This is an optimization exercise on Yosys and OpenROAD, whose aim is small area, a short achievable clock period and few clock cycles, not a production implementation.
RTL that was checked went through simulation tests only; none was proved equivalent to the original.
Power is estimated from default activity; no workload was simulated.

## rev 12
## cfc
module cfc (
    input  wire         clk,
    input  wire         rst,            
    input  wire         cmd_valid,
    output wire         cmd_ready,
    input  wire [7:0]   cmd_word,
    input  wire         cmd_fmt,        
    input  wire [31:0]  cmd_id,         
    input  wire         cmd_rtr,
    input  wire [3:0]   cmd_dlc,
    input  wire [3:0]   cmd_len,
    input  wire [63:0]  cmd_data,
    input  wire [7:0]   cmd_mode,       
    input  wire [103:0] cmd_image,      
    input  wire [7:0]   cmd_byte,       
    input  wire [31:0]  cmd_cls,        
    input  wire [7:0]   cmd_index,      
    output wire         rsp_valid,
    output wire [3:0]   rsp_result,
    output wire         rsp_frame_some,
    output wire         rsp_fmt,
    output wire [28:0]  rsp_id,
    output wire         rsp_rtr,
    output wire [3:0]   rsp_dlc,
    output reg  [63:0]  rsp_data,
    output wire [103:0] rsp_image,
    output reg  [12:0]  rsp_image_wr,
    output wire [11:0]  rsp_status,
    output wire [7:0]   rsp_mode,
    output wire         rsp_ecc_cap_some,
    output wire [7:0]   rsp_ecc_cap,
    output wire         rsp_alc_cap_some,
    output wire [7:0]   rsp_alc_cap,
    output wire [1:0]   rsp_ecc_errc,
    output wire         rsp_ecc_dir,
    output wire [4:0]   rsp_ecc_seg,
    output wire [4:0]   rsp_ecc_name,
    output wire [4:0]   rsp_alc_bitno,
    output wire [1:0]   rsp_alc_field,
    output wire [4:0]   rsp_alc_idbit,
    output wire [1:0]   rsp_cls,
    output wire [7:0]   rsp_byte,
    output wire         ev_valid,
    output reg  [1:0]   ev_kind,        
    output wire [11:0]  ev_status,
    output wire         ev_completed,
    output wire         cs,
    output wire         bus_req,
    output reg          bus_we,
    output reg  [6:0]   bus_addr,
    output reg  [7:0]   bus_wdata,
    input  wire         bus_ready,
    input  wire [7:0]   bus_rdata,
    input  wire         bus_noresp,
    output wire         reset_pulse
);
==> flow/config.mk <==
export PLATFORM = sky130hd
export DESIGN_NAME = cfc
export DESIGN_NICKNAME = cfc
export VERILOG_FILES = /design/flow/design.v
export SDC_FILE = /design/flow/constraint.sdc
export NUM_CORES = 4
export LEC_CHECK = 0
export ABC_AREA = 1
export CAP_MARGIN = 20
export CORE_MARGIN = 2
export CORE_UTILIZATION = 40
export SETUP_SLACK_MARGIN = 5
export SLEW_MARGIN = 20
==> flow/constraint.sdc <==
create_clock -name core_clock -period 8.0 [get_ports {clk}]
set_input_delay 1.6000 -clock core_clock [delete_from_list [all_inputs] [get_ports {clk}]]
set_output_delay 1.6000 -clock core_clock [all_outputs]
set_load 0.01 [all_outputs]
standard.sh (not shown) runs the stock make flow with config.mk's settings and CLKGATE_MAP_FILE= SYNTH_SCRIPT=/design/flow/synth_recipe.tcl, a recipe that flattens the netlist after the stock synthesis.
==> flow/flow/run.sh <==
#!/bin/bash
# Layout flow: the standard flow (standard.sh, unchanged synthesis),
# with the port buffers made of sky130_fd_sc_hd__buf_2 cells.
set -o pipefail
export BUFFER_PORTS_ARGS="-buffer_cell sky130_fd_sc_hd__buf_2"
bash standard.sh > standard.log 2>&1
Testbench counts of rev 12, summed over its fixed seeds: cycles 93,800.
What rev 13 does differently from rev 12 at the input level:
--- a/flow/design.v
+++ b/flow/design.v
@@ -417,26 +417,26 @@
                 img_rx_en[31:0] = 32'hC0FF_FFFF;
             if (k == 4'd2)
                 img_rx_en[31:24] = 8'h38;
             for (i = 5; i < 13; i = i + 1)
                 if (k == i - 2)
                     img_rx_en[8*(i-1) +: 8] = 8'hFF;
         end
     end
-    always @(posedge clk) begin
-        for (i = 0; i < 96; i = i + 1) begin
-            if (cmd_ready)
-                img_b[i] <= sel_img ? dec_b[i] : enc_b[i];
-            else if (tx_sh && i < 88)
-                img_b[i] <= img_b[i+8];
-            else if (rx_wr & img_rx_en[i])
-                img_b[i] <= img_rx[i];
-        end
-    end
+    wire        hold_b = ~cmd_ready & ~tx_sh;
+    wire [95:0] cmd_b  = sel_img ? dec_b : enc_b;
+    wire [95:0] sh_b   = {img_b[95:88], img_b[95:8]};
+    wire [95:0] rx_sel = {96{~cmd_ready & ~tx_sh & rx_wr}} & img_rx_en;
+    wire [95:0] img_b_d = ({96{cmd_ready}} & cmd_b) |
+                          ({96{~cmd_ready & tx_sh}} & {img_b[95:88] & {8{1'b0}}, sh_b[87:0]}) |
+                          (rx_sel & img_rx) |
+                          ({96{hold_b}} & ~rx_sel & img_b) |
+                          ({{8{~cmd_ready & tx_sh}}, 88'd0} & img_b);
+    always @(posedge clk) img_b <= img_b_d;
     wire [7:0]   img_next = img_b[7:0];
     task automatic go_phase(input [4:0] p, input we, input [6:0] a, input [7:0] d);
         begin
             phase_n     = p;
             bus_we_n    = we;
             bus_addr_n  = a;
             bus_wdata_n = d;
         end
Notes after the runs:
Across rev 12 and rev 13, the outcome is the same: a clean finish for every run.
On top-level I/O count, rev 12 and rev 13 are basically level.
Wire: rev 13 routes more than rev 12
Net total in the final layout delta for rev 13 relative to rev 12: 209 higher
Between rev 12 and rev 13, the area share of fa/ha/maj cells after synthesis does not differ in any meaningful way.
Diff rev 12 and rev 13: total power lower in rev 13
Comparing rev 12 and rev 13, the higher part of the total power dissipated in combinational logic is on rev 13.
Final critical-path setup slack is lower on rev 13
Rev 13 against rev 12: initial core utilization comparable; fmax fell 0.0046 GHz; actual transition at the worst max-transition pin went up 230 ps.
Compared with rev 12, rev 13 shows worst hold slack higher by 11 ps.
Taking rev 12 as the reference point, the number of buffers created by CTS of rev 13 falls by 7.1%.
For rev 13, only the layout was checked, not whether the RTL still works.

[static timing again, ports no longer ideal]
Ports are ideal in the flow. The routed layouts listed here were re-timed in OpenROAD. Step 1 sets driving cells, clkbuf_16 on the clock port and buf_2 on the other inputs (assumed; they add their load-dependent delay and slew). Step 2 moves the port delays by t, midway between the first and last clock arrival at a register: inputs arrive t later, outputs are due t later. That takes back most of the time a late clock gives input paths. Three values: ideal, step 1, step 2; two values: the first two.
| run | t, ns | setup slack, ns | worst register clock-pin slew, ns | cell pins on the clock port's net |
|---|---|---|---|---|
| rev 12 | 0.613 | 5.016 / 4.960 / 4.431 | 0.07 / 0.07 | 1 |
| rev 13 | 0.605 | 4.974 / 4.950 / 4.408 | 0.07 / 0.07 | 1 |
After both steps setup and hold are still met in every run listed. The setup slack of rev 12, which loses most, moves by -0.056 ns with the drivers and by -0.585 ns with both steps.
